Background: an optimization exercise with open tools, aiming at small area, a short achievable clock period and few clock cycles per item. Do not read the settings as production practice. Function was checked by simulation only, so behaviour that the tests miss may differ from the original. Power is estimated from default activity; no workload was simulated.

File: flow/config.mk
export PLATFORM = sky130hd
export DESIGN_NAME = bitcrush_core
export DESIGN_NICKNAME = bitcrush_core
export VERILOG_FILES = /design/flow/design.v
export SDC_FILE = /design/flow/constraint.sdc
export NUM_CORES = 4
export LEC_CHECK = 0
export CAP_MARGIN = 20
export CORE_MARGIN = 2
export CORE_UTILIZATION = 40
export SETUP_SLACK_MARGIN = 5
export SLEW_MARGIN = 20
export SYNTH_MEMORY_MAX_BITS = 8192
File: flow/constraint.sdc
create_clock -name core_clock -period 12.0 [get_ports {clk}]
set_input_delay 2.4000 -clock core_clock [delete_from_list [all_inputs] [get_ports {clk}]]
set_output_delay 2.4000 -clock core_clock [all_outputs]
set_load 0.01 [all_outputs]
File: flow/design.v
module bitcrush_levels_rom (
    input  wire [8:0]  drive,
    output reg  [15:0] lvl_m
);
    always @(*) begin
        case (drive)
            9'd0: lvl_m = 16'd65535;
            9'd1: lvl_m = 16'd65524;
            9'd2: lvl_m = 16'd65493;
            9'd3: lvl_m = 16'd65441;
            9'd4: lvl_m = 16'd65368;
            9'd5: lvl_m = 16'd65275;
            9'd6: lvl_m = 16'd65161;
            9'd7: lvl_m = 16'd65027;
            9'd8: lvl_m = 16'd64872;
            9'd9: lvl_m = 16'd64698;
            9'd10: lvl_m = 16'd64503;
            9'd11: lvl_m = 16'd64288;
            9'd12: lvl_m = 16'd64054;
            9'd13: lvl_m = 16'd63801;
            9'd14: lvl_m = 16'd63528;
            9'd15: lvl_m = 16'd63236;
            9'd16: lvl_m = 16'd62926;
            9'd17: lvl_m = 16'd62598;
            9'd18: lvl_m = 16'd62251;
            9'd19: lvl_m = 16'd61887;
            9'd20: lvl_m = 16'd61505;
            9'd21: lvl_m = 16'd61106;
            9'd22: lvl_m = 16'd60691;
            9'd23: lvl_m = 16'd60259;
            9'd24: lvl_m = 16'd59811;
            9'd25: lvl_m = 16'd59348;
            9'd26: lvl_m = 16'd58870;
            9'd27: lvl_m = 16'd58377;
            9'd28: lvl_m = 16'd57870;
            9'd29: lvl_m = 16'd57349;
            9'd30: lvl_m = 16'd56814;
            9'd31: lvl_m = 16'd56267;
            9'd32: lvl_m = 16'd55708;
            9'd33: lvl_m = 16'd55136;
            9'd34: lvl_m = 16'd54553;
            9'd35: lvl_m = 16'd53959;
            9'd36: lvl_m = 16'd53355;
            9'd37: lvl_m = 16'd52740;
            9'd38: lvl_m = 16'd52117;
            9'd39: lvl_m = 16'd51484;
            9'd40: lvl_m = 16'd50842;
            9'd41: lvl_m = 16'd50193;
            9'd42: lvl_m = 16'd49537;
            9'd43: lvl_m = 16'd48873;
            9'd44: lvl_m = 16'd48203;
            9'd45: lvl_m = 16'd47527;
            9'd46: lvl_m = 16'd46846;
            9'd47: lvl_m = 16'd46160;
            9'd48: lvl_m = 16'd45469;
            9'd49: lvl_m = 16'd44775;
            9'd50: lvl_m = 16'd44077;
            9'd51: lvl_m = 16'd43377;
            9'd52: lvl_m = 16'd42673;
            9'd53: lvl_m = 16'd41969;
            9'd54: lvl_m = 16'd41262;
            9'd55: lvl_m = 16'd40555;
            9'd56: lvl_m = 16'd39847;
            9'd57: lvl_m = 16'd39139;
            9'd58: lvl_m = 16'd38431;
            9'd59: lvl_m = 16'd37724;
            9'd60: lvl_m = 16'd37019;
            9'd61: lvl_m = 16'd36315;
            9'd62: lvl_m = 16'd35613;
            9'd63: lvl_m = 16'd34914;
            9'd64: lvl_m = 16'd34217;
            9'd65: lvl_m = 16'd33524;
            9'd66: lvl_m = 16'd32834;
            9'd67: lvl_m = 16'd32149;
            9'd68: lvl_m = 16'd31468;
            9'd69: lvl_m = 16'd30791;
            9'd70: lvl_m = 16'd30119;
            9'd71: lvl_m = 16'd29453;
            9'd72: lvl_m = 16'd28792;
            9'd73: lvl_m = 16'd28138;
            9'd74: lvl_m = 16'd27489;
            9'd75: lvl_m = 16'd26847;
            9'd76: lvl_m = 16'd26211;
            9'd77: lvl_m = 16'd25583;
            9'd78: lvl_m = 16'd24961;
            9'd79: lvl_m = 16'd24347;
            9'd80: lvl_m = 16'd23741;
            9'd81: lvl_m = 16'd23142;
            9'd82: lvl_m = 16'd22551;
            9'd83: lvl_m = 16'd21968;
            9'd84: lvl_m = 16'd21394;
            9'd85: lvl_m = 16'd20828;
            9'd86: lvl_m = 16'd20270;
            9'd87: lvl_m = 16'd19722;
            9'd88: lvl_m = 16'd19181;
            9'd89: lvl_m = 16'd18650;
            9'd90: lvl_m = 16'd18128;
            9'd91: lvl_m = 16'd17615;
            9'd92: lvl_m = 16'd17111;
            9'd93: lvl_m = 16'd16616;
            9'd94: lvl_m = 16'd16130;
            9'd95: lvl_m = 16'd15654;
            9'd96: lvl_m = 16'd15186;
            9'd97: lvl_m = 16'd14728;
            9'd98: lvl_m = 16'd14280;
            9'd99: lvl_m = 16'd13840;
            9'd100: lvl_m = 16'd13410;
            9'd101: lvl_m = 16'd12989;
            9'd102: lvl_m = 16'd12577;
            9'd103: lvl_m = 16'd12175;
            9'd104: lvl_m = 16'd11781;
            9'd105: lvl_m = 16'd11397;
            9'd106: lvl_m = 16'd11022;
            9'd107: lvl_m = 16'd10656;
            9'd108: lvl_m = 16'd10298;
            9'd109: lvl_m = 16'd9950;
            9'd110: lvl_m = 16'd9610;
            9'd111: lvl_m = 16'd9279;
            9'd112: lvl_m = 16'd8956;
            9'd113: lvl_m = 16'd8642;
            9'd114: lvl_m = 16'd8336;
            9'd115: lvl_m = 16'd8039;
            9'd116: lvl_m = 16'd7749;
            9'd117: lvl_m = 16'd7468;
            9'd118: lvl_m = 16'd7195;
            9'd119: lvl_m = 16'd6929;
            9'd120: lvl_m = 16'd6671;
            9'd121: lvl_m = 16'd6421;
            9'd122: lvl_m = 16'd6178;
            9'd123: lvl_m = 16'd5943;
            9'd124: lvl_m = 16'd5714;
            9'd125: lvl_m = 16'd5493;
            9'd126: lvl_m = 16'd5278;
            9'd127: lvl_m = 16'd5071;
            9'd128: lvl_m = 16'd4869;
            9'd129: lvl_m = 16'd4675;
            9'd130: lvl_m = 16'd4487;
            9'd131: lvl_m = 16'd4305;
            9'd132: lvl_m = 16'd4129;
            9'd133: lvl_m = 16'd3959;
            9'd134: lvl_m = 16'd3794;
            9'd135: lvl_m = 16'd3636;
            9'd136: lvl_m = 16'd3483;
            9'd137: lvl_m = 16'd3335;
            9'd138: lvl_m = 16'd3193;
            9'd139: lvl_m = 16'd3055;
            9'd140: lvl_m = 16'd2923;
            9'd141: lvl_m = 16'd2795;
            9'd142: lvl_m = 16'd2673;
            9'd143: lvl_m = 16'd2554;
            9'd144: lvl_m = 16'd2441;
            9'd145: lvl_m = 16'd2331;
            9'd146: lvl_m = 16'd2226;
            9'd147: lvl_m = 16'd2125;
            9'd148: lvl_m = 16'd2028;
            9'd149: lvl_m = 16'd1934;
            9'd150: lvl_m = 16'd1844;
            9'd151: lvl_m = 16'd1758;
            9'd152: lvl_m = 16'd1676;
            9'd153: lvl_m = 16'd1597;
            9'd154: lvl_m = 16'd1521;
            9'd155: lvl_m = 16'd1448;
            9'd156: lvl_m = 16'd1378;
            9'd157: lvl_m = 16'd1311;
            9'd158: lvl_m = 16'd1247;
            9'd159: lvl_m = 16'd1186;
            9'd160: lvl_m = 16'd1127;
            9'd161: lvl_m = 16'd1071;
            9'd162: lvl_m = 16'd1018;
            9'd163: lvl_m = 16'd966;
            9'd164: lvl_m = 16'd918;
            9'd165: lvl_m = 16'd871;
            9'd166: lvl_m = 16'd826;
            9'd167: lvl_m = 16'd784;
            9'd168: lvl_m = 16'd743;
            9'd169: lvl_m = 16'd704;
            9'd170: lvl_m = 16'd667;
            9'd171: lvl_m = 16'd632;
            9'd172: lvl_m = 16'd598;
            9'd173: lvl_m = 16'd567;
            9'd174: lvl_m = 16'd536;
            9'd175: lvl_m = 16'd507;
            9'd176: lvl_m = 16'd480;
            9'd177: lvl_m = 16'd453;
            9'd178: lvl_m = 16'd428;
            9'd179: lvl_m = 16'd405;
            9'd180: lvl_m = 16'd382;
            9'd181: lvl_m = 16'd361;
            9'd182: lvl_m = 16'd341;
            9'd183: lvl_m = 16'd321;
            9'd184: lvl_m = 16'd303;
            9'd185: lvl_m = 16'd286;
            9'd186: lvl_m = 16'd269;
            9'd187: lvl_m = 16'd254;
            9'd188: lvl_m = 16'd239;
            9'd189: lvl_m = 16'd225;
            9'd190: lvl_m = 16'd212;
            9'd191: lvl_m = 16'd199;
            9'd192: lvl_m = 16'd188;
            9'd193: lvl_m = 16'd176;
            9'd194: lvl_m = 16'd166;
            9'd195: lvl_m = 16'd156;
            9'd196: lvl_m = 16'd146;
            9'd197: lvl_m = 16'd137;
            9'd198: lvl_m = 16'd129;
            9'd199: lvl_m = 16'd121;
            9'd200: lvl_m = 16'd113;
            9'd201: lvl_m = 16'd106;
            9'd202: lvl_m = 16'd100;
            9'd203: lvl_m = 16'd93;
            9'd204: lvl_m = 16'd87;
            9'd205: lvl_m = 16'd82;
            9'd206: lvl_m = 16'd77;
            9'd207: lvl_m = 16'd72;
            9'd208: lvl_m = 16'd67;
            9'd209: lvl_m = 16'd63;
            9'd210: lvl_m = 16'd58;
            9'd211: lvl_m = 16'd55;
            9'd212: lvl_m = 16'd51;
            9'd213: lvl_m = 16'd48;
            9'd214: lvl_m = 16'd44;
            9'd215: lvl_m = 16'd41;
            9'd216: lvl_m = 16'd38;
            9'd217: lvl_m = 16'd36;
            9'd218: lvl_m = 16'd33;
            9'd219: lvl_m = 16'd31;
            9'd220: lvl_m = 16'd29;
            9'd221: lvl_m = 16'd27;
            9'd222: lvl_m = 16'd25;
            9'd223: lvl_m = 16'd23;
            9'd224: lvl_m = 16'd21;
            9'd225: lvl_m = 16'd20;
            9'd226: lvl_m = 16'd18;
            9'd227: lvl_m = 16'd17;
            9'd228: lvl_m = 16'd16;
            9'd229: lvl_m = 16'd14;
            9'd230: lvl_m = 16'd13;
            9'd231: lvl_m = 16'd12;
            9'd232: lvl_m = 16'd11;
            9'd233: lvl_m = 16'd10;
            9'd234: lvl_m = 16'd10;
            9'd235: lvl_m = 16'd9;
            9'd236: lvl_m = 16'd8;
            9'd237: lvl_m = 16'd7;
            9'd238: lvl_m = 16'd7;
            9'd239: lvl_m = 16'd6;
            9'd240: lvl_m = 16'd6;
            9'd241: lvl_m = 16'd5;
            9'd242: lvl_m = 16'd5;
            9'd243: lvl_m = 16'd4;
            9'd244: lvl_m = 16'd4;
            9'd245: lvl_m = 16'd3;
            9'd246: lvl_m = 16'd3;
            9'd247: lvl_m = 16'd3;
            9'd248: lvl_m = 16'd2;
            9'd249: lvl_m = 16'd2;
            9'd250: lvl_m = 16'd2;
            9'd251: lvl_m = 16'd1;
            9'd252: lvl_m = 16'd1;
            9'd253: lvl_m = 16'd1;
            9'd254: lvl_m = 16'd1;
            9'd255: lvl_m = 16'd1;
            9'd256: lvl_m = 16'd1;
            default: lvl_m = 16'd1;
        endcase
    end
endmodule
module bitcrush_factor_rom (
    input  wire [8:0] drive,
    output wire [4:0] fm1
);
    function [4:0] fm1_of;
        input [8:0] d;
        case (d)
            9'd0: fm1_of = 5'd0;
            9'd1: fm1_of = 5'd0;
            9'd2: fm1_of = 5'd0;
            9'd3: fm1_of = 5'd0;
            9'd4: fm1_of = 5'd0;
            9'd5: fm1_of = 5'd0;
            9'd6: fm1_of = 5'd0;
            9'd7: fm1_of = 5'd0;
            9'd8: fm1_of = 5'd0;
            9'd9: fm1_of = 5'd0;
            9'd10: fm1_of = 5'd0;
            9'd11: fm1_of = 5'd0;
            9'd12: fm1_of = 5'd0;
            9'd13: fm1_of = 5'd0;
            9'd14: fm1_of = 5'd0;
            9'd15: fm1_of = 5'd0;
            9'd16: fm1_of = 5'd0;
            9'd17: fm1_of = 5'd0;
            9'd18: fm1_of = 5'd0;
            9'd19: fm1_of = 5'd0;
            9'd20: fm1_of = 5'd0;
            9'd21: fm1_of = 5'd0;
            9'd22: fm1_of = 5'd0;
            9'd23: fm1_of = 5'd0;
            9'd24: fm1_of = 5'd0;
            9'd25: fm1_of = 5'd0;
            9'd26: fm1_of = 5'd0;
            9'd27: fm1_of = 5'd0;
            9'd28: fm1_of = 5'd0;
            9'd29: fm1_of = 5'd0;
            9'd30: fm1_of = 5'd0;
            9'd31: fm1_of = 5'd0;
            9'd32: fm1_of = 5'd0;
            9'd33: fm1_of = 5'd0;
            9'd34: fm1_of = 5'd0;
            9'd35: fm1_of = 5'd0;
            9'd36: fm1_of = 5'd0;
            9'd37: fm1_of = 5'd0;
            9'd38: fm1_of = 5'd0;
            9'd39: fm1_of = 5'd0;
            9'd40: fm1_of = 5'd0;
            9'd41: fm1_of = 5'd0;
            9'd42: fm1_of = 5'd0;
            9'd43: fm1_of = 5'd0;
            9'd44: fm1_of = 5'd0;
            9'd45: fm1_of = 5'd0;
            9'd46: fm1_of = 5'd1;
            9'd47: fm1_of = 5'd1;
            9'd48: fm1_of = 5'd1;
            9'd49: fm1_of = 5'd1;
            9'd50: fm1_of = 5'd1;
            9'd51: fm1_of = 5'd1;
            9'd52: fm1_of = 5'd1;
            9'd53: fm1_of = 5'd1;
            9'd54: fm1_of = 5'd1;
            9'd55: fm1_of = 5'd1;
            9'd56: fm1_of = 5'd1;
            9'd57: fm1_of = 5'd1;
            9'd58: fm1_of = 5'd1;
            9'd59: fm1_of = 5'd1;
            9'd60: fm1_of = 5'd1;
            9'd61: fm1_of = 5'd1;
            9'd62: fm1_of = 5'd1;
            9'd63: fm1_of = 5'd1;
            9'd64: fm1_of = 5'd1;
            9'd65: fm1_of = 5'd1;
            9'd66: fm1_of = 5'd2;
            9'd67: fm1_of = 5'd2;
            9'd68: fm1_of = 5'd2;
            9'd69: fm1_of = 5'd2;
            9'd70: fm1_of = 5'd2;
            9'd71: fm1_of = 5'd2;
            9'd72: fm1_of = 5'd2;
            9'd73: fm1_of = 5'd2;
            9'd74: fm1_of = 5'd2;
            9'd75: fm1_of = 5'd2;
            9'd76: fm1_of = 5'd2;
            9'd77: fm1_of = 5'd2;
            9'd78: fm1_of = 5'd2;
            9'd79: fm1_of = 5'd2;
            9'd80: fm1_of = 5'd3;
            9'd81: fm1_of = 5'd3;
            9'd82: fm1_of = 5'd3;
            9'd83: fm1_of = 5'd3;
            9'd84: fm1_of = 5'd3;
            9'd85: fm1_of = 5'd3;
            9'd86: fm1_of = 5'd3;
            9'd87: fm1_of = 5'd3;
            9'd88: fm1_of = 5'd3;
            9'd89: fm1_of = 5'd3;
            9'd90: fm1_of = 5'd3;
            9'd91: fm1_of = 5'd3;
            9'd92: fm1_of = 5'd4;
            9'd93: fm1_of = 5'd4;
            9'd94: fm1_of = 5'd4;
            9'd95: fm1_of = 5'd4;
            9'd96: fm1_of = 5'd4;
            9'd97: fm1_of = 5'd4;
            9'd98: fm1_of = 5'd4;
            9'd99: fm1_of = 5'd4;
            9'd100: fm1_of = 5'd4;
            9'd101: fm1_of = 5'd4;
            9'd102: fm1_of = 5'd4;
            9'd103: fm1_of = 5'd5;
            9'd104: fm1_of = 5'd5;
            9'd105: fm1_of = 5'd5;
            9'd106: fm1_of = 5'd5;
            9'd107: fm1_of = 5'd5;
            9'd108: fm1_of = 5'd5;
            9'd109: fm1_of = 5'd5;
            9'd110: fm1_of = 5'd5;
            9'd111: fm1_of = 5'd5;
            9'd112: fm1_of = 5'd5;
            9'd113: fm1_of = 5'd6;
            9'd114: fm1_of = 5'd6;
            9'd115: fm1_of = 5'd6;
            9'd116: fm1_of = 5'd6;
            9'd117: fm1_of = 5'd6;
            9'd118: fm1_of = 5'd6;
            9'd119: fm1_of = 5'd6;
            9'd120: fm1_of = 5'd6;
            9'd121: fm1_of = 5'd6;
            9'd122: fm1_of = 5'd7;
            9'd123: fm1_of = 5'd7;
            9'd124: fm1_of = 5'd7;
            9'd125: fm1_of = 5'd7;
            9'd126: fm1_of = 5'd7;
            9'd127: fm1_of = 5'd7;
            9'd128: fm1_of = 5'd7;
            9'd129: fm1_of = 5'd7;
            9'd130: fm1_of = 5'd7;
            9'd131: fm1_of = 5'd8;
            9'd132: fm1_of = 5'd8;
            9'd133: fm1_of = 5'd8;
            9'd134: fm1_of = 5'd8;
            9'd135: fm1_of = 5'd8;
            9'd136: fm1_of = 5'd8;
            9'd137: fm1_of = 5'd8;
            9'd138: fm1_of = 5'd9;
            9'd139: fm1_of = 5'd9;
            9'd140: fm1_of = 5'd9;
            9'd141: fm1_of = 5'd9;
            9'd142: fm1_of = 5'd9;
            9'd143: fm1_of = 5'd9;
            9'd144: fm1_of = 5'd9;
            9'd145: fm1_of = 5'd9;
            9'd146: fm1_of = 5'd10;
            9'd147: fm1_of = 5'd10;
            9'd148: fm1_of = 5'd10;
            9'd149: fm1_of = 5'd10;
            9'd150: fm1_of = 5'd10;
            9'd151: fm1_of = 5'd10;
            9'd152: fm1_of = 5'd10;
            9'd153: fm1_of = 5'd11;
            9'd154: fm1_of = 5'd11;
            9'd155: fm1_of = 5'd11;
            9'd156: fm1_of = 5'd11;
            9'd157: fm1_of = 5'd11;
            9'd158: fm1_of = 5'd11;
            9'd159: fm1_of = 5'd11;
            9'd160: fm1_of = 5'd12;
            9'd161: fm1_of = 5'd12;
            9'd162: fm1_of = 5'd12;
            9'd163: fm1_of = 5'd12;
            9'd164: fm1_of = 5'd12;
            9'd165: fm1_of = 5'd12;
            9'd166: fm1_of = 5'd13;
            9'd167: fm1_of = 5'd13;
            9'd168: fm1_of = 5'd13;
            9'd169: fm1_of = 5'd13;
            9'd170: fm1_of = 5'd13;
            9'd171: fm1_of = 5'd13;
            9'd172: fm1_of = 5'd13;
            9'd173: fm1_of = 5'd14;
            9'd174: fm1_of = 5'd14;
            9'd175: fm1_of = 5'd14;
            9'd176: fm1_of = 5'd14;
            9'd177: fm1_of = 5'd14;
            9'd178: fm1_of = 5'd14;
            9'd179: fm1_of = 5'd15;
            9'd180: fm1_of = 5'd15;
            9'd181: fm1_of = 5'd15;
            9'd182: fm1_of = 5'd15;
            9'd183: fm1_of = 5'd15;
            9'd184: fm1_of = 5'd16;
            9'd185: fm1_of = 5'd16;
            9'd186: fm1_of = 5'd16;
            9'd187: fm1_of = 5'd16;
            9'd188: fm1_of = 5'd16;
            9'd189: fm1_of = 5'd16;
            9'd190: fm1_of = 5'd17;
            9'd191: fm1_of = 5'd17;
            9'd192: fm1_of = 5'd17;
            9'd193: fm1_of = 5'd17;
            9'd194: fm1_of = 5'd17;
            9'd195: fm1_of = 5'd17;
            9'd196: fm1_of = 5'd18;
            9'd197: fm1_of = 5'd18;
            9'd198: fm1_of = 5'd18;
            9'd199: fm1_of = 5'd18;
            9'd200: fm1_of = 5'd18;
            9'd201: fm1_of = 5'd19;
            9'd202: fm1_of = 5'd19;
            9'd203: fm1_of = 5'd19;
            9'd204: fm1_of = 5'd19;
            9'd205: fm1_of = 5'd19;
            9'd206: fm1_of = 5'd20;
            9'd207: fm1_of = 5'd20;
            9'd208: fm1_of = 5'd20;
            9'd209: fm1_of = 5'd20;
            9'd210: fm1_of = 5'd20;
            9'd211: fm1_of = 5'd21;
            9'd212: fm1_of = 5'd21;
            9'd213: fm1_of = 5'd21;
            9'd214: fm1_of = 5'd21;
            9'd215: fm1_of = 5'd21;
            9'd216: fm1_of = 5'd22;
            9'd217: fm1_of = 5'd22;
            9'd218: fm1_of = 5'd22;
            9'd219: fm1_of = 5'd22;
            9'd220: fm1_of = 5'd22;
            9'd221: fm1_of = 5'd23;
            9'd222: fm1_of = 5'd23;
            9'd223: fm1_of = 5'd23;
            9'd224: fm1_of = 5'd23;
            9'd225: fm1_of = 5'd23;
            9'd226: fm1_of = 5'd24;
            9'd227: fm1_of = 5'd24;
            9'd228: fm1_of = 5'd24;
            9'd229: fm1_of = 5'd24;
            9'd230: fm1_of = 5'd25;
            9'd231: fm1_of = 5'd25;
            9'd232: fm1_of = 5'd25;
            9'd233: fm1_of = 5'd25;
            9'd234: fm1_of = 5'd25;
            9'd235: fm1_of = 5'd26;
            9'd236: fm1_of = 5'd26;
            9'd237: fm1_of = 5'd26;
            9'd238: fm1_of = 5'd26;
            9'd239: fm1_of = 5'd27;
            9'd240: fm1_of = 5'd27;
            9'd241: fm1_of = 5'd27;
            9'd242: fm1_of = 5'd27;
            9'd243: fm1_of = 5'd27;
            9'd244: fm1_of = 5'd28;
            9'd245: fm1_of = 5'd28;
            9'd246: fm1_of = 5'd28;
            9'd247: fm1_of = 5'd28;
            9'd248: fm1_of = 5'd29;
            9'd249: fm1_of = 5'd29;
            9'd250: fm1_of = 5'd29;
            9'd251: fm1_of = 5'd29;
            9'd252: fm1_of = 5'd30;
            9'd253: fm1_of = 5'd30;
            9'd254: fm1_of = 5'd30;
            9'd255: fm1_of = 5'd30;
            9'd256: fm1_of = 5'd31;
            default: fm1_of = 5'd31;
        endcase
    endfunction
    assign fm1 = fm1_of(drive);
endmodule
module bitcrush_core (
    input  wire        clk,
    input  wire        rst,
    input  wire        cmd_valid,
    output reg         cmd_ready,
    input  wire [31:0] cmd_data,
    output reg         rsp_valid,
    output wire [31:0] rsp_data
);
    localparam [1:0] K_SAMP = 2'd0, K_ACK = 2'd1, K_ILL = 2'd2, K_GET = 2'd3;
    reg         in_v;
    reg  [3:0]  in_op;
    reg         in_rz;        
    reg  [15:0] in_dat;
    reg  [8:0]  drive_r;
    reg  [9:0]  gain_r;
    reg  [4:0]  fm1_r;        
    reg  [15:0] m_cur;        
    reg  [15:0] held_s;       
    reg  [15:0] held_m;       
    reg  [4:0]  cnt;
    reg         dirty;        
    reg         dpend;        
    reg  [5:0]  rep_front;
    reg  [6:0]  out_cnt;
    wire [15:0] data   = in_dat;
    wire        dz     = (data == 16'd0);
    wire        is_samp = in_rz && (in_op == 4'h1);
    wire        is_sd   = in_rz && (in_op == 4'h2);
    wire        is_sg   = in_rz && (in_op == 4'h3);
    wire        is_gd   = in_rz && (in_op == 4'h4) && dz;
    wire        is_gg   = in_rz && (in_op == 4'h5) && dz;
    wire        is_nop  = in_rz && (in_op == 4'h0) && dz;
    wire        latch    = (cnt >= fm1_r);
    wire        need_job = is_samp && (latch || dirty);
    wire        need_rec = !is_samp || need_job;
    wire [1:0]  rec_kind = is_samp ? K_SAMP :
                           (is_gd || is_gg) ? K_GET :
                           (is_nop || is_sd || is_sg) ? K_ACK : K_ILL;
    wire [8:0]  drive_new = data[15] ? 9'd0  : (data > 16'd256) ? 9'd256  : data[8:0];
    wire [9:0]  gain_new  = data[15] ? 10'd0 : (data > 16'd512) ? 10'd512 : data[9:0];
    wire [4:0]  fm1_d;
    bitcrush_factor_rom u_from (.drive(drive_r), .fm1(fm1_d));
    wire [15:0] lvl_d;
    bitcrush_levels_rom u_rom (.drive(drive_r), .lvl_m(lvl_d));
    reg         v1, v2, v3, v4, v5;
    reg  [1:0]  k1, k2, k3, k4, k5;
    reg  [5:0]  p1, p2, p3, p4, p5;
    reg  [1:0]  i1, i2, i3, i4;
    reg  [15:0] s1;
    reg         sp1;
    reg  [15:0] m1;
    reg  [9:0]  g1;
    reg  [17:0] a1;
    reg  [15:0] u2;
    reg         n2;
    reg  [11:0] g2;
    reg         gp2;
    reg  [18:0] a2;
    reg  [15:0] m2;
    reg  [15:0] r3, x3, m3;
    reg         n3, z3;
    reg  [15:0] r4, x4, m4;
    reg         n4, z4;
    reg  [15:0] val5;         
    reg         n5, z5;
    reg  [15:0] cur_v;
    reg  [3:0]  rsp_hi;
    reg  [15:0] rsp_lo;
    assign rsp_data = {rsp_hi, 12'd0, rsp_lo};
    wire done1 = v1 && (k1 != K_SAMP || i1 == 2'd3);
    wire done2 = v2 && (k2 != K_SAMP || i2 == 2'd3);
    wire done3 = v3 && (k3 != K_SAMP || i3 == 2'd3);
    wire done4 = v4 && (k4 != K_SAMP || i4 == 2'd3);
    wire pop5  = v5 && (p5 == 6'd0);
    wire take5 = !v5 || pop5;
    wire xf4   = done4 && take5;
    wire take4 = !v4 || xf4;
    wire xf3   = done3 && take4;
    wire take3 = !v3 || xf3;
    wire xf2   = done2 && take3;
    wire take2 = !v2 || xf2;
    wire xf1   = done1 && take2;
    wire take1 = !v1 || xf1;
    wire blk     = is_samp && dpend;
    wire consume = in_v && !blk && (!need_rec || take1);
    wire load1   = in_v && !blk && need_rec && take1;
    wire any_rec = v1 | v2 | v3 | v4 | v5;
    wire h5 = v5;
    wire h4 = v4 && !v5;
    wire h3 = v3 && !v4 && !v5;
    wire h2 = v2 && !v3 && !v4 && !v5;
    wire h1 = v1 && !v2 && !v3 && !v4 && !v5;
    wire d5 = h5 && (p5 != 6'd0);
    wire d4 = h4 && (p4 != 6'd0);
    wire d3 = h3 && (p3 != 6'd0);
    wire d2 = h2 && (p2 != 6'd0);
    wire d1 = h1 && (p1 != 6'd0);
    wire df = !any_rec && (rep_front != 6'd0);
    wire emit_rep = d1 | d2 | d3 | d4 | d5 | df;
    wire emit     = emit_rep | pop5;
    wire       acc_in   = cmd_valid && cmd_ready;
    wire       dirty_c  = is_sg ? 1'b1 : need_job ? 1'b0 : dirty;
    wire       pj_cons  = dirty_c || (is_samp ? (latch ? (fm1_r == 5'd0) : ({1'b0, cnt} + 6'd1 >= {1'b0, fm1_r}))
                                               : latch);
    wire       pred_job = dpend || (consume ? pj_cons : (dirty || latch));
    wire       dirty_nx = consume ? dirty_c : dirty;
    wire       dpend_nx = consume && is_sd;
    wire       in_samp  = (cmd_data[31:16] == 16'h1000);
    wire       in_v_nx  = acc_in || (in_v && !consume);
    wire       samp_nx  = acc_in ? in_samp : is_samp;
    wire       nrec_nx  = acc_in ? (!in_samp || pred_job) : (need_rec || dpend);
    wire       v1_nx    = load1 || (v1 && !xf1);
    wire       ok_nx    = !(samp_nx && dpend_nx) && (!nrec_nx || !v1_nx);
    wire [6:0] out_nx   = out_cnt + {6'd0, acc_in} - {6'd0, emit};
    function [2:0] booth;    
        input [2:0] b;
        case (b)
            3'b000, 3'b111: booth = 3'b000;
            3'b001, 3'b010: booth = 3'b001;
            3'b011:         booth = 3'b010;
            3'b100:         booth = 3'b110;
            default:        booth = 3'b101;    
        endcase
    endfunction
    wire [2:0]  bd10 = booth({s1[1:0], sp1});
    wire [2:0]  bd11 = booth(s1[3:1]);
    wire [16:0] pp10 = bd10[0] ? {1'b0, m1} : bd10[1] ? {m1, 1'b0} : 17'd0;
    wire [16:0] pp11 = bd11[0] ? {1'b0, m1} : bd11[1] ? {m1, 1'b0} : 17'd0;
    wire [18:0] t10  = {a1[17], a1} + ({19{bd10[2]}} ^ {2'b0, pp10}) + {18'd0, bd10[2]};
    wire [17:0] a10  = {t10[18], t10[18:2]};
    wire [18:0] t11  = {a10[17], a10} + ({19{bd11[2]}} ^ {2'b0, pp11}) + {18'd0, bd11[2]};
    wire [17:0] a11  = {t11[18], t11[18:2]};
    wire        kneg = a11[17];
    wire [15:0] u_in = {a11[14:0], t11[1]} ^ {16{kneg}};
    wire        c_in = t11[0] ^ kneg;
    wire [2:0]  bd20 = booth({g2[1:0], gp2});
    wire [2:0]  bd21 = booth(g2[3:1]);
    wire [16:0] pp20 = bd20[0] ? {1'b0, u2} : bd20[1] ? {u2, 1'b0} : 17'd0;
    wire [16:0] pp21 = bd21[0] ? {1'b0, u2} : bd21[1] ? {u2, 1'b0} : 17'd0;
    wire [19:0] t20  = {a2[18], a2} + ({20{bd20[2]}} ^ {3'b0, pp20}) + {19'd0, bd20[2]};
    wire [18:0] a20  = {t20[19], t20[19:2]};
    wire [19:0] t21  = {a20[18], a20} + ({20{bd21[2]}} ^ {3'b0, pp21}) + {19'd0, bd21[2]};
    wire [18:0] a21  = {t21[19], t21[19:2]};
    wire [24:0] kg   = {a2[12:0], g2};
    wire [26:0] mq   = {4'd0, m2, 7'd0};
    wire [26:0] tx   = (n2 ? (27'd0 - mq) : mq) - {2'd0, kg};
    wire [32:0] xp   = {1'b0, kg, 7'd0} + {{14{tx[26]}}, tx[26:8]};
    wire [16:0] r30 = {r3, x3[15]};
    wire [16:0] d30 = r30 - {1'b0, m3};
    wire        q30 = !d30[16];
    wire [15:0] r31i = q30 ? d30[15:0] : r30[15:0];
    wire [16:0] r31 = {r31i, x3[14]};
    wire [16:0] d31 = r31 - {1'b0, m3};
    wire        q31 = !d31[16];
    wire [15:0] r3n = q31 ? d31[15:0] : r31[15:0];
    wire [15:0] x3n = {x3[13:0], q30, q31};
    wire [16:0] r40 = {r4, x4[15]};
    wire [16:0] d40 = r40 - {1'b0, m4};
    wire        q40 = !d40[16];
    wire [15:0] r41i = q40 ? d40[15:0] : r40[15:0];
    wire [16:0] r41 = {r41i, x4[14]};
    wire [16:0] d41 = r41 - {1'b0, m4};
    wire        q41 = !d41[16];
    wire [15:0] r4n = q41 ? d41[15:0] : r41[15:0];
    wire [15:0] x4n = {x4[13:0], q40, q41};
    reg  [15:0] vfin;
    always @(*) begin
        if (z5)
            vfin = 16'd0;
        else if (!n5)
            vfin = val5[15] ? 16'h7FFF : val5;
        else
            vfin = (val5[15] || (&val5[14:0])) ? 16'h8000 : ~val5;
    end
    always @(posedge clk) begin
        if (acc_in) begin
            in_op  <= cmd_data[31:28];
            in_rz  <= (cmd_data[27:16] == 12'd0);
            in_dat <= cmd_data[15:0];
        end
        if (consume) begin
            if (is_samp) begin
                if (latch) begin
                    cnt    <= 5'd0;
                    held_s <= data;
                    held_m <= m_cur;
                end else begin
                    cnt    <= cnt + 5'd1;
                end
            end
            if (is_sd)
                drive_r <= drive_new;
            if (is_sg)
                gain_r <= gain_new;
        end
        dirty <= dirty_nx;
        dpend <= dpend_nx;
        fm1_r <= fm1_d;
        m_cur <= lvl_d;
        if (load1) begin
            s1  <= (is_samp && latch) ? data : held_s;
            sp1 <= 1'b0;
            m1  <= is_samp ? (latch ? m_cur : held_m) : (is_gd ? {7'd0, drive_r} : {6'd0, gain_r});
            g1  <= gain_r;
            a1  <= 18'd0;
            i1  <= 2'd0;
            k1  <= rec_kind;
        end else if (v1 && !done1) begin
            s1  <= {4'd0, s1[15:4]};
            sp1 <= s1[3];
            a1  <= a11;
            i1  <= i1 + 2'd1;
        end
        if (xf1) begin
            u2  <= u_in;
            n2  <= kneg;
            g2  <= {2'd0, g1};
            gp2 <= 1'b0;
            a2  <= c_in ? {9'd0, g1} : 19'd0;
            m2  <= m1;
            i2  <= 2'd0;
            k2  <= k1;
        end else if (v2 && !done2) begin
            g2  <= {t21[1:0], t20[1:0], g2[11:4]};
            gp2 <= g2[3];
            a2  <= a21;
            i2  <= i2 + 2'd1;
        end
        if (xf2) begin
            r3 <= xp[31:16];
            x3 <= xp[15:0];
            z3 <= xp[32];
            n3 <= n2;
            m3 <= m2;
            i3 <= 2'd0;
            k3 <= k2;
        end else if (v3 && !done3) begin
            r3 <= r3n;
            x3 <= x3n;
            i3 <= i3 + 2'd1;
        end
        if (xf3) begin
            r4 <= r3n;
            x4 <= x3n;
            z4 <= z3;
            n4 <= n3;
            m4 <= m3;
            i4 <= 2'd0;
            k4 <= k3;
        end else if (v4 && !done4) begin
            r4 <= r4n;
            x4 <= x4n;
            i4 <= i4 + 2'd1;
        end
        if (xf4) begin
            val5 <= (k4 == K_SAMP) ? x4n : m4;
            n5   <= n4;
            z5   <= z4;
            k5   <= k4;
        end
        if (load1)   p1 <= rep_front - {5'd0, df};
        else if (d1) p1 <= p1 - 6'd1;
        if (xf1)     p2 <= p1 - {5'd0, d1};
        else if (d2) p2 <= p2 - 6'd1;
        if (xf2)     p3 <= p2 - {5'd0, d2};
        else if (d3) p3 <= p3 - 6'd1;
        if (xf3)     p4 <= p3 - {5'd0, d3};
        else if (d4) p4 <= p4 - 6'd1;
        if (xf4)     p5 <= p4 - {5'd0, d4};
        else if (d5) p5 <= p5 - 6'd1;
        if (emit) begin
            if (emit_rep) begin
                rsp_hi <= 4'b0001;
                rsp_lo <= cur_v;
            end else begin
                case (k5)
                    K_SAMP:  begin rsp_hi <= 4'b0001; rsp_lo <= vfin;  end
                    K_GET:   begin rsp_hi <= 4'b0010; rsp_lo <= val5;  end
                    K_ACK:   begin rsp_hi <= 4'b0000; rsp_lo <= 16'd0; end
                    default: begin rsp_hi <= 4'b1111; rsp_lo <= 16'd0; end
                endcase
            end
        end
        if (pop5 && k5 == K_SAMP)
            cur_v <= vfin;
        if (rst) begin
            in_v      <= 1'b0;
            cmd_ready <= 1'b0;
            v1 <= 1'b0; v2 <= 1'b0; v3 <= 1'b0; v4 <= 1'b0; v5 <= 1'b0;
            rsp_valid <= 1'b0;
            rep_front <= 6'd0;
            out_cnt   <= 7'd0;
            drive_r   <= 9'd128;
            gain_r    <= 10'd256;
            fm1_r     <= 5'd7;
            m_cur     <= 16'd4869;
            held_s    <= 16'd0;
            held_m    <= 16'd1;
            cnt       <= 5'd0;
            dirty     <= 1'b0;
            dpend     <= 1'b0;
            cur_v     <= 16'd0;
        end else begin
            in_v      <= in_v_nx;
            cmd_ready <= (!in_v_nx || ok_nx) && (out_cnt <= 7'd58);
            v1 <= v1_nx;
            v2 <= xf1 || (v2 && !xf2);
            v3 <= xf2 || (v3 && !xf3);
            v4 <= xf3 || (v4 && !xf4);
            v5 <= xf4 || (v5 && !pop5);
            rsp_valid <= emit;
            rep_front <= load1 ? 6'd0 :
                         rep_front + {5'd0, consume && !need_rec} - {5'd0, df};
            out_cnt   <= out_nx;
        end
    end
endmodule
File: flow/run.sh
#!/bin/bash
# synth_recipe.tcl (not shown) runs the flow's synth.tcl, then flattens the netlist and writes it again
# the make line also repeats each setting of config.mk as NAME=value (left out here)
make -C /OpenROAD-flow-scripts/flow DESIGN_CONFIG=/design/flow/config.mk WORK_HOME=/design/flow/orfs CLKGATE_MAP_FILE= SYNTH_SCRIPT=/design/flow/synth_recipe.tcl finish
==> results.env, run 1 <==
RUN_STATUS='complete, no violations'
FINAL_CORE_UTIL=0.443
MAX_SLEW.WORST_PIN.SLEW_NS=1.07
DETAIL_ROUTE.ITER0.VIOLATIONS=2840
CP_SLOWEST_CELL='a222oi_1'
REGISTERS_WITH_THE_MOST_FLIP_FLOPS='a2: 18 flops, a1: 17 flops'
REGTOREGSTARTPOINT='x3[15]$_DFFE_PP_'
FINALWIRELENGTH_UM=96500
CP-END-KIND='flop'
SYN_AREA_SQ_UM=34000
FIN_CRIT_NS=6.77
SLEW-LIMIT-HEADROOM=0.284
SYNTH_ENABLE_FLOP_CELLS=301
TIMING.CRITICAL_PATH.ARRIVAL_NS=7.11
INSERTEDDIODECOUNT=0
DESIGN.DIE.AREA_SQ_UM=87300
DETAIL_ROUTE.VIAS_PER_CELL=5.70
MAX_SLEW_VIO_COUNT=0
IO_BUFFERS=56
POST_SYNTH_INST_COUNT=3956
CTS.PATH.MAX_BUFFERS=3
MAX_FLOP_REGISTER='a2'
YS.FLOP_TYPE='edfxtp_1'
SYNTH.FF_LATCH_COUNT=446
COMMONEST_NON_FILL_NON_TAP_CELL_IN_THE_LAYOUT='nand2_1'
FILLERINSTANCES=8291
CLOCK_LATENCY_NS=0.63
SLOWEST_DELAY_NS=0.78
CLK_ROOT_BUFFER_CELL='clkbuf_16'
CRITPATHTOPFAMILY='compound AO/OA/AOI/OAI gates'
TIMING.SETUP.CRITICAL_PATH_CLASS='reg2reg'
TRITONCTS_CLOCK_TREE='yes'
YOSYSTOPAREACELLSHARE=0.266
IOS=69
GROUTE.LAYER.MET3.USAGE=0.0284
DP_HPWL_UM=70200
GRT_ANTENNA_BEFORE_REPAIR=1
FINAL_NETS=4203
ROWS=106
USE_MET1=0.290
GLOBAL_ROUTE.USAGE.MET2=0.361
HTREEDEPTH=2
ROUTE.DETAILED.WL_PER_INST_UM=19.0
DIE_OUTLINE_HEIGHT_UM=295
CORE_AREA_SQ_UM=84000
FIRST_GLOBAL_VIAS=27300
LAYOUT_COMMON_CELLS='480 x nand2_1, 344 x nor2_1, 315 x a21oi_1'
GRT.OVERFLOW.TOTAL=0
CRITICAL_PATH_CELL_COUNT=23
SYNTH.YOSYS.WARNINGS=3
DRT_FIRST_PASS_ITERS=7
MULTIINPUTGATEAREA_SQ_UM=20500
FINALSETUPVIOLCOUNT=0
HP-CLASS='reg2reg'
ANTENNA_VIOLATING_NETS_POST_ROUTE=0
POSTSYNTHAREAPERCELL_SQ_UM=8.59
CRITICAL_PATH.MOST_COMMON_CELL='a21oi_1'
POSTCTSHOLDBUFS=0
POWER_uW=5650
PERIOD_SHARE=0.565
IRDROPWORSTVDD_uV=111
GRT_USE_TOTAL=0.216
YS_TOP_CELLS_BY_AREA='edfxtp_1 27%, ha_1 9.7%, dfxtp_1 8.5%'
WORSTPATHMAXFANOUT=29
VIAS=28900
CRIT_CHAIN='inv_1, ha_1, inv_1, fa_1, a211oi_1, o21ai_1, o2111a_1, or4_4, and3_4, nor3_2, buf_4, mux2_2, ha_1, nor2b_1, o31a_1, o21ai_0, a21oi_1, a211oi_1, a21oi_1, nand3_1, a21oi_1, a222oi_1, mux2i_1'
CTS.SINK_COUNT=446
SYNTH_ASYNC_SR_FLOP_SHARE=0
WORST_SETUP_HOLD_PATH_CLK_SLEW_NS=0.06
MAX-CAP-VIOLATIONS=0
GR-MAX-USAGE-LAYER='met2'
REPORT.FINAL.HOLD_VIOL_COUNT=0
DIE_WIDTH_UM=295
TRITONCTS.NUM_BUFFERS=51
INITIAL_CORE_UTIL=0.405
PLACE_INST=4970
MAXCLOCKFREQUENCY_GHz=0.148
CRITICAL_PATH_LAUNCH_POINT_TYPE='flop'
POST_ROUTE_CELLS_DRIVE_ABOVE_1_SHARE=0.0513
GP_CONGESTION=0.960
FINALCLOCKSKEW_NS=0.0409
FINAL-INSTANCE-COUNT-EXCL-FILL=5069
WIRE_LENGTH_OF_THE_FIRST_GLOBAL_ROUTING_PASS_UM=151000
RSZ0062_AT_GRT='yes'
AREA_TAKEN_BY_FLIP_FLOPS_AND_LATCHES_SQ_UM=12000
GRT_START_MAX_NET_PINS=85
WORST-R2R-SETUP-SLACK_NS=5.23
CRITICAL_PATH_BUFFER_AND_INVERTER_COUNT=3
SETUP-TNS-FINAL_NS=0
POST_SYNTH_NUM_CELL_TYPES=93
LARGEST_REGISTER_FF_COUNT=18
POWER.DENSITY_CELL_AREA_nW_PER_UM2=152
DRC_VIOLATION_COUNT_AFTER_ROUTING=0
SYNTH_AREA_LEADER_CELL='edfxtp_1'
SYNTH_SEQUENTIAL_AREA_RATIO=0.351
CRITPATHLAUNCH='x3[15]$_DFFE_PP_'
AREA_GROWTH_PCT=9.53
TIMING.REG2REG.WORST_PATH_DEPTH=23
CELLLEAKAGEPOWER_uW=0.0145
WORST_EP_REQUIRED_TIME_NS=12.34
WORST_R2R_ENDPOINT='r4[6]$_DFFE_PP_'
CRIT_PATH_CAPTURE='r4[6]$_DFFE_PP_'
[cells by family (layout without fill, tap and decap cells)]
| kind of cell | Yosys count | in the layout | synth area share |
|---|---|---|---|
| other cells | 1 | 12 | 0.000110 |
| buf+inv | 423 | 391 | 0.0492 |
| fa+ha+maj | 277 | 277 | 0.105 |
| mux | 126 | 126 | 0.0408 |
| xor+xnor | 308 | 308 | 0.0798 |
| flops | 446 | 446 | 0.351 |
| compound gates | 1152 | 1152 | 0.214 |
| simple gates | 1223 | 1223 | 0.161 |
[how the worst min path moves through the flow]
stage,start,to,slack (ns),cells after the start
2_1_floorplan,n3$_DFFE_PP_,n4$_DFFE_PP_,0.40,0
3_3_place_gp,n3$_DFFE_PP_,n4$_DFFE_PP_,0.41,0
3_5_place_dp,n3$_DFFE_PP_,n4$_DFFE_PP_,0.42,0
4_1_cts,n3$_DFFE_PP_,n4$_DFFE_PP_,0.43,0
5_1_grt,z4$_DFFE_PP_,z5$_DFFE_PP_,0.43,0
6_report,n3$_DFFE_PP_,n4$_DFFE_PP_,0.43,0
[metal layers]
metal / part of all wire / vias to the layer above
met1: 0.44 / 13600
met2: 0.46 / 955
met5: 0 / -
li1: - / 14200
met4: 0.030 / 0
met3: 0.061 / 176
[synthesized netlist by cell type (27+ instances only)]
library cell  count
nand2_1         482
nor2_1          345
a21oi_1         315
o21ai_0         314
edfxtp_1        301
ha_1            264
inv_1           183
clkbuf_1        174
xnor2_1         153
xor2_1          153
dfxtp_1         145
mux2i_1         101
nand3_1          92
a22oi_1          78
nor3_1           75
a211oi_1         50
a21o_1           45
buf_1            42
nor2b_1          42
a31oi_1          39
nand2b_1         37
o211ai_1         37
o21a_1           27
[metrics by stage]
step	worst slack (ns)	hold WS, ns	cell area, sq um
3_5_place_dp	4.30	0.417	35400
3_3_place_gp	4.39	0.409	35400
5_1_grt	4.98	0.434	37200
6_report	5.23	0.432	37200
2_1_floorplan	5.76	0.400	34000
4_1_cts	5.08	0.431	37200
[power by group]
group / internal (uW) / total (uW) / switching [uW] / leakage, uW
Clock: 895 / 1560 / 664 / 0.000826
Sequential: 1860 / 1960 / 103 / 0.00395
Combinational: 930 / 2130 / 1200 / 0.00977
[repair_timing]
action	in CTS	in global routing
setup buffers	0	3
pin swaps	0	3
hold endpoints to repair	0	0
resized for setup	4	7
setup endpoints to repair	26	46
[area by class of cell]
class,count,share of cell area
Clock buffer,80,0.0406
Clock inverter,16,0.00477
Inverter,187,0.0189
Multi-Input combinational cell,3098,0.551
Sequential cell,446,0.321
Tap cell,1134,0.0381
Timing Repair Buffer,108,0.0255
[worst reg2reg max path, stage by stage (launching register included)]
cell,delay [ns]
edfxtp_1,0.38
inv_1,0.07
ha_1,0.15
inv_1,0.05
fa_1,0.43
a211oi_1,0.30
o21ai_1,0.16
o2111a_1,0.20
or4_4,0.51
and3_4,0.20
nor3_2,0.14
buf_4,0.32
mux2_2,0.40
ha_1,0.31
nor2b_1,0.15
o31a_1,0.27
o21ai_0,0.29
a21oi_1,0.14
a211oi_1,0.39
a21oi_1,0.28
nand3_1,0.28
a21oi_1,0.14
a222oi_1,0.78
mux2i_1,0.15
Testbench counts, summed over its fixed seeds: cycles 10,132, items 6,288.
==> run 2, diff against run 1 <==
==> flow/flow/run.sh (new file) <==
#!/bin/bash
set -euo pipefail
bash standard.sh SETUP_SLACK_MARGIN=7.5 finish > standard.log 2>&1
==> flow/standard.sh (new file) <==
#!/bin/bash
# synth_recipe.tcl (not shown) runs the flow's synth.tcl, then flattens the netlist and writes it again
# the make line also repeats each setting of config.mk as NAME=value (left out here)
make -C /OpenROAD-flow-scripts/flow DESIGN_CONFIG=/design/flow/config.mk WORK_HOME=/design/flow/orfs CLKGATE_MAP_FILE= SYNTH_SCRIPT=/design/flow/synth_recipe.tcl "${@:-finish}"
--- a/flow/config.mk
+++ b/flow/config.mk
@@ -8,6 +8,5 @@
 export CAP_MARGIN = 20
 export CORE_MARGIN = 2
 export CORE_UTILIZATION = 40
-export SETUP_SLACK_MARGIN = 5
 export SLEW_MARGIN = 20
 export SYNTH_MEMORY_MAX_BITS = 8192
removed: flow/run.sh
==> results.env, run 2 <==
CELLLEAKAGEPOWER_uW=0.0159
AREA_GROWTH_PCT=19.0
SETUP-TNS-FINAL_NS=0
HP-CLASS='reg2reg'
SYNTH.YOSYS.WARNINGS=3
DETAIL_ROUTE.ITER0.VIOLATIONS=2758
SYNTH.FF_LATCH_COUNT=446
DP_HPWL_UM=71400
TRITONCTS.NUM_BUFFERS=49
LARGEST_REGISTER_FF_COUNT=18
VIAS=30300
FINAL_NETS=4390
MAX-CAP-VIOLATIONS=0
YOSYSTOPAREACELLSHARE=0.266
WORST_EP_REQUIRED_TIME_NS=12.45
MAX_SLEW.WORST_PIN.SLEW_NS=1.07
POSTCTSHOLDBUFS=0
ROWS=106
MAXCLOCKFREQUENCY_GHz=0.178
DIE_WIDTH_UM=295
GRT_ANTENNA_BEFORE_REPAIR=1
CLK_ROOT_BUFFER_CELL='clkbuf_16'
POWER.NET_SWITCHING_uW=2280
POWER.SHARE.SWITCHING=0.355
RSZ0062_AT_GRT='yes'
TOP_CELLS_BY_COUNT_SYNTH='482 x nand2_1, 345 x nor2_1, 315 x a21oi_1'
POSTSYNTHAREAPERCELL_SQ_UM=8.59
INSERTEDDIODECOUNT=0
DRC_VIOLATION_COUNT_AFTER_ROUTING=0
COMMONEST_NON_FILL_NON_TAP_CELL_IN_THE_LAYOUT='nand2_1'
MAX_SLEW_VIO_COUNT=0
FINALCLOCKSKEW_NS=0.0312
SYNTH_AREA_LEADER_CELL='edfxtp_1'
TIMING.CRITICAL_PATH.ARRIVAL_NS=6.07
DIE_OUTLINE_HEIGHT_UM=295
HTREEDEPTH=2
POWER_uW=6420
GRT_START_MAX_NET_PINS=76
SYNTH_ENABLE_FLOP_CELLS=301
CP-END-KIND='flop'
GRT.OVERFLOW.TOTAL=0
IO_BUFFERS=56
YS_TOP_CELLS_BY_AREA='edfxtp_1 27%, ha_1 9.7%, dfxtp_1 8.5%'
CRITICAL_PATH_LAUNCH_POINT_TYPE='flop'
LAYOUT_COMMON_CELLS='473 x nand2_1, 330 x nor2_1, 301 x edfxtp_1'
MAX_FLOP_REGISTER='a2'
SHARE_COMB_OF_TOTAL_POWER=0.445
DRT_FIRST_PASS_ITERS=6
CTS.PATH.MAX_BUFFERS=3
POWER.DENSITY_CELL_AREA_nW_PER_UM2=159
GRT_USE_TOTAL=0.230
FINALWIRELENGTH_UM=104000
DETAIL_ROUTE.VIAS_PER_CELL=5.76
TIMING.SETUP.CRITICAL_PATH_CLASS='reg2reg'
FILLERINSTANCES=7991
DESIGN.DIE.AREA_SQ_UM=87300
TRITONCTS_CLOCK_TREE='yes'
IRDROPWORSTVDD_uV=122
GP_CONGESTION=0.972
FINALHOLDWORSTSLACK_NS=0.443
ANTENNA_VIOLATING_NETS_POST_ROUTE=0
YS.FLOP_TYPE='edfxtp_1'
WORST_SETUP_HOLD_PATH_CLK_SLEW_NS=0.06
REPORT.FINAL.HOLD_VIOL_COUNT=0
POST_ROUTE_CELLS_DRIVE_ABOVE_1_SHARE=0.149
INITIAL_CORE_UTIL=0.405
SYNTH_ASYNC_SR_FLOP_SHARE=0
CLOCK_LATENCY_NS=0.63
RUN_STATUS='complete, no violations'
PERIOD_SHARE=0.468
CORE_AREA_SQ_UM=84000
ROUTE.DETAILED.WL_PER_INST_UM=19.8
SYNTH_SEQUENTIAL_AREA_RATIO=0.351
FIRST_GLOBAL_VIAS=28800
REGISTERS_WITH_THE_MOST_FLIP_FLOPS='a2: 18 flops, a1: 17 flops'
CTS.SINK_COUNT=446
SLEW-LIMIT-HEADROOM=0.284
FIN_CRIT_NS=5.62
POWER_REPORT.INTERNAL_TOTAL_uW=4140
FINALSETUPVIOLCOUNT=0
POST_SYNTH_INST_COUNT=3956
SYN_AREA_SQ_UM=34000
POWER.SEQUENTIAL.FRACTION=0.305
CLOCK_POWER_SHARE=0.250
WIRE_LENGTH_OF_THE_FIRST_GLOBAL_ROUTING_PASS_UM=161000
POST-SYNTH-TOP-COUNT-CELL='nand2_1'
IOS=69
WORSTPATHMAXFANOUT=9
POST_SYNTH_NUM_CELL_TYPES=93
-- run 2: critical path: stages (launching register included) --
cell and delay [ns]:
edfxtp_1 0.39, inv_1 0.08, ha_2 0.19, inv_2 0.04
fa_2 0.38, a211oi_4 0.25, o21ai_2 0.10, o2111a_1 0.18
or4_4 0.46, and3_4 0.19, nor3_4 0.20, buf_6 0.18
mux2_4 0.33, ha_4 0.22, nor2b_4 0.13, o31a_1 0.28
o21ai_2 0.20, a21oi_2 0.11, a211oi_4 0.25, a21oi_4 0.15
buf_12 0.15, xnor2_4 0.21, buf_12 0.18, buf_12 0.12
mux2_4 0.33, mux2i_1 0.15
-- run 2: logic make-up after synthesis --
group,after synthesis,share of synthesized area
xor gates and xnor gates,308,0.0798
adders and majority gates,277,0.105
DFF,446,0.351
other,1,0.000110
buffers and inverters,423,0.0492
and+or+nand+nor,1223,0.161
AOI/OAI and AO/OA,1152,0.214
muxes,126,0.0408
-- run 2: final timing paths --
path	from	to	slack, ns	cells past startpoint
worst max-delay path	x3[15]$_DFFE_PP_	r4[1]$_DFFE_PP_	6.38	25
worst min-delay path	n4$_DFFE_PP_	n5$_DFFE_PP_	0.44	0
worst max register to register	x3[15]$_DFFE_PP_	r4[1]$_DFFE_PP_	6.38	25
worst min register to register	n4$_DFFE_PP_	n5$_DFFE_PP_	0.44	0
-- run 2: repair_timing --
item | CTS | global route
pin swaps | 103 | 161
gates resized for setup | 141 | 150
gates cloned | 7 | 1
endpoints found under the setup margin | 118 | 116
buffers inserted | 121 | 66
-- run 2: layer usage --
layer  share of wire  wire, um  GRT usage  up-vias
met5               0         0          0        -
met4           0.041      4240     0.0938        0
met3           0.054      5620     0.0248      261
met2            0.47     48800      0.378      962
met1            0.43     45200      0.308    14500
li1                -         -          -    14600
-- run 2: power by group through the flow --
| stage | clock network [uW] | registers, uW | logic [uW] |
|---|---|---|---|
| 2_1_floorplan | 0 | 1970 | 1690 |
| 3_3_place_gp | 0 | 1990 | 2150 |
| 3_5_place_dp | 0 | 1990 | 2170 |
| 4_1_cts | 1640 | 1960 | 2520 |
| 5_1_grt | 1700 | 1970 | 3120 |
| 6_report | 1610 | 1960 | 2860 |
-- run 2: through the flow --
stage                      util  setup slack, ns  area (sq um)  instances
after floorplan               -             6.74         34500       3967
after global placement    0.427             5.57         35800       4966
after detailed placement  0.427             5.75         35900       4966
after CTS                 0.468             6.43         39300       5186
after global routing      0.482             6.17         40400       5254
final                     0.482             6.38         40400       5254
-- run 2: final cells by class --
| class | count | area, sq um | area share |
|---|---|---|---|
| well taps | 1134 | 1420 | 0.0351 |
| inverters | 187 | 707 | 0.0175 |
| flip-flops and latches | 446 | 12000 | 0.296 |
| clock inverters | 33 | 417 | 0.0103 |
| clock buffers | 59 | 1280 | 0.0317 |
| repair buffers | 293 | 2590 | 0.0641 |
| multi-input cells | 3102 | 22100 | 0.546 |

[separate check: timing with driven ports]
The flow's constraints put no driver on any port. The routed layouts listed below were extracted and timed again, unchanged, in two steps.
Step 1: set_driving_cell puts a clkbuf_16 on clk and a buf_2 on each other input, an assumption about the parent block.
Step 2 moves the port delays by t, midway between the first and last clock arrival at a register: inputs arrive t later, outputs are due t later. That takes back most of the time a late clock gives input paths.
a / b / c = ideal ports / drivers / drivers and shift; a / b = the first two.
run	shift t [ns]	setup WS [ns]	hold WS [ns]	worst setup path after step 2	worst slew at a driven data input, ns
run 1	0.666	5.226 / 5.226 / 5.226	0.432 / 0.432 / 0.432	register to register	0.05
run 2	0.670	6.382 / 6.382 / 6.382	0.443 / 0.443 / 0.443	register to register	0.05
After both steps every run listed still meets setup and hold.
